What follows belongs to an exercise in optimizing a design on an open flow for small area and a short achievable clock period; a production flow would make more cautious choices. Function was checked by simulation only, so behaviour that the tests miss may differ from the original.

== job 7879 ==
## fft_butterfly_r2
module fft_butterfly_r2 (
    input  wire        clk,
    input  wire        rst,
    input  wire        in_valid,
    input  wire        inverse,
    input  wire [31:0] a_re,
    input  wire [31:0] a_im,
    input  wire [31:0] b_re,
    input  wire [31:0] b_im,
    input  wire [31:0] w_re,
    input  wire [31:0] w_im,
    output reg         out_valid,
    output reg  [31:0] x0_re,
    output reg  [31:0] x0_im,
    output reg  [31:0] x1_re,
    output reg  [31:0] x1_im
);
==> flow/config.mk <==
export PLATFORM = sky130hd
export DESIGN_NAME = fft_butterfly_r2
export DESIGN_NICKNAME = fft_butterfly_r2
export VERILOG_FILES = /design/flow/design.v
export SDC_FILE = /design/flow/constraint.sdc
export NUM_CORES = 8
export LEC_CHECK = 0
export CAP_MARGIN = 5
export CORE_MARGIN = 2
export CORE_UTILIZATION = 63
export SETUP_SLACK_MARGIN = 2
export SLEW_MARGIN = 5
export SYNTH_HIERARCHICAL = 1
==> flow/constraint.sdc <==
create_clock -name core_clock -period 80.0 [get_ports {clk}]
set_input_delay 16.0000 -clock core_clock [delete_from_list [all_inputs] [get_ports {clk}]]
set_output_delay 16.0000 -clock core_clock [all_outputs]
set_load 0.01 [all_outputs]
standard.sh (not shown) runs the stock make flow with config.mk's settings and CLKGATE_MAP_FILE= SYNTH_SCRIPT=/design/flow/synth_recipe.tcl, a recipe that flattens the netlist after the stock synthesis.
==> flow/flow/run.sh <==
#!/bin/bash
# Layout flow: the standard synthesis, then the standard layout
# steps (floorplan, place, cts, route, finish) with these settings changed:
#  - ports are buffered with buf_1 cells (repair upsizes them where the
#    timing needs it) instead of the resizer's default choice, a slow
#    delay cell;
#  - the clock tree clusters at most 15 flip-flops within 50 um under each
#    leaf buffer (clkbuf_8), and adds no dummy loads.
# Each step's full output goes to a log file of its own in this folder.
set -euo pipefail
SETUP_MARGIN=62.45
KNOBS=("SETUP_SLACK_MARGIN=$SETUP_MARGIN"
       "BUFFER_PORTS_ARGS=-buffer_cell sky130_fd_sc_hd__buf_1"
       "CTS_ARGS=-sink_clustering_enable -repair_clock_nets -sink_clustering_size 15 -sink_clustering_max_diameter 50 -sink_clustering_buffer sky130_fd_sc_hd__clkbuf_8 -dont_use_dummy_load")
bash standard.sh synth > synth.log 2>&1
bash standard.sh "${KNOBS[@]}" floorplan > floorplan.log 2>&1
bash standard.sh "${KNOBS[@]}" place > place.log 2>&1
bash standard.sh "${KNOBS[@]}" cts > cts.log 2>&1
bash standard.sh "${KNOBS[@]}" finish > finish.log 2>&1
diff inputs: job 7879 => job 8604
diff --git a/flow/flow/run.sh b/flow/flow/run.sh
--- a/flow/flow/run.sh
+++ b/flow/flow/run.sh
@@ -10,3 +10,3 @@
 set -euo pipefail
-SETUP_MARGIN=62.45
+SETUP_MARGIN=62.35
 KNOBS=("SETUP_SLACK_MARGIN=$SETUP_MARGIN"
[summary]
Job 8604 reached the final stage; the timing, DRC and antenna checks on its layout passed.
Status: relative area change from synthesis to final layout parity (job 8604, job 7879)
[compare] base=job 7879 new=job 8604: number of buffers outside the clock class in the layout has decreased, total negative slack for setup checks held, area enclosed by the die boundary held, routed wire length held steady, combined area of the multi-input logic cells essentially unchanged.
Summary of job 8604 over job 7879: post-route fraction of the period consumed by the critical path held, final area held.
Going from job 7879 to job 8604, first-iteration DRC count grew slightly.
### job 8604 -> job 2924
# job 8604
export LEC_CHECK = 0
export CAP_MARGIN = 5
export CORE_MARGIN = 2
export CORE_UTILIZATION = 63
export SETUP_SLACK_MARGIN = 2
export SLEW_MARGIN = 5
export SYNTH_HIERARCHICAL = 1
create_clock -name core_clock -period 80.0 [get_ports {clk}]
# job 2924
export LEC_CHECK = 0
export CAP_MARGIN = 5
export CORE_MARGIN = 2
export CORE_UTILIZATION = 60
export SETUP_SLACK_MARGIN = 2
export SLEW_MARGIN = 5
export SYNTH_HIERARCHICAL = 1
create_clock -name core_clock -period 80.0 [get_ports {clk}]
diff --git a/flow/flow/run.sh b/flow/flow/run.sh
--- a/flow/flow/run.sh
+++ b/flow/flow/run.sh
@@ -10,3 +10,3 @@
 set -euo pipefail
-SETUP_MARGIN=62.35
+SETUP_MARGIN=62.45
 KNOBS=("SETUP_SLACK_MARGIN=$SETUP_MARGIN"
Results
Job 2924 finished every stage and its layout cleared the timing, DRC and antenna checks. Against job 8604, the final cell area of job 2924 is higher. Changes observed in job 2924 relative to job 8604: global-route usage lost 0.97 points; maximum frequency neither gained nor lost much. Launch point of the critical path = x1_im[23]$_SDFF_PP1_: job 8604; launch point of the critical path = x1_im[28]$_SDFF_PP1_: job 2924.

## separate check: timing with driven ports
The flow's constraints put no driver on any port. The routed layouts listed below were extracted and timed again, unchanged, in two steps.
Step 1 sets driving cells, clkbuf_16 on the clock port and buf_2 on the other inputs (assumed; they add their load-dependent delay and slew).
Step 2 also shifts input and output timing later by t, the mid clock arrival at the registers, as if the neighbouring blocks saw the same clock.
a / b / c = ideal ports / drivers / drivers and shift; a / b = the first two.
| run | shift t [ns] | setup WS [ns] | hold slack, ns |
|---|---|---|---|
| job 7879 | 0.764 | 62.740 / 62.634 / 63.303 | 0.270 / 0.270 / 0.270 |
| job 8604 | 0.764 | 62.738 / 62.632 / 63.279 | 0.271 / 0.271 / 0.271 |
| job 2924 | 0.776 | 62.733 / 62.634 / 63.410 | 0.269 / 0.269 / 0.269 |
After both steps every run listed still meets setup and hold.
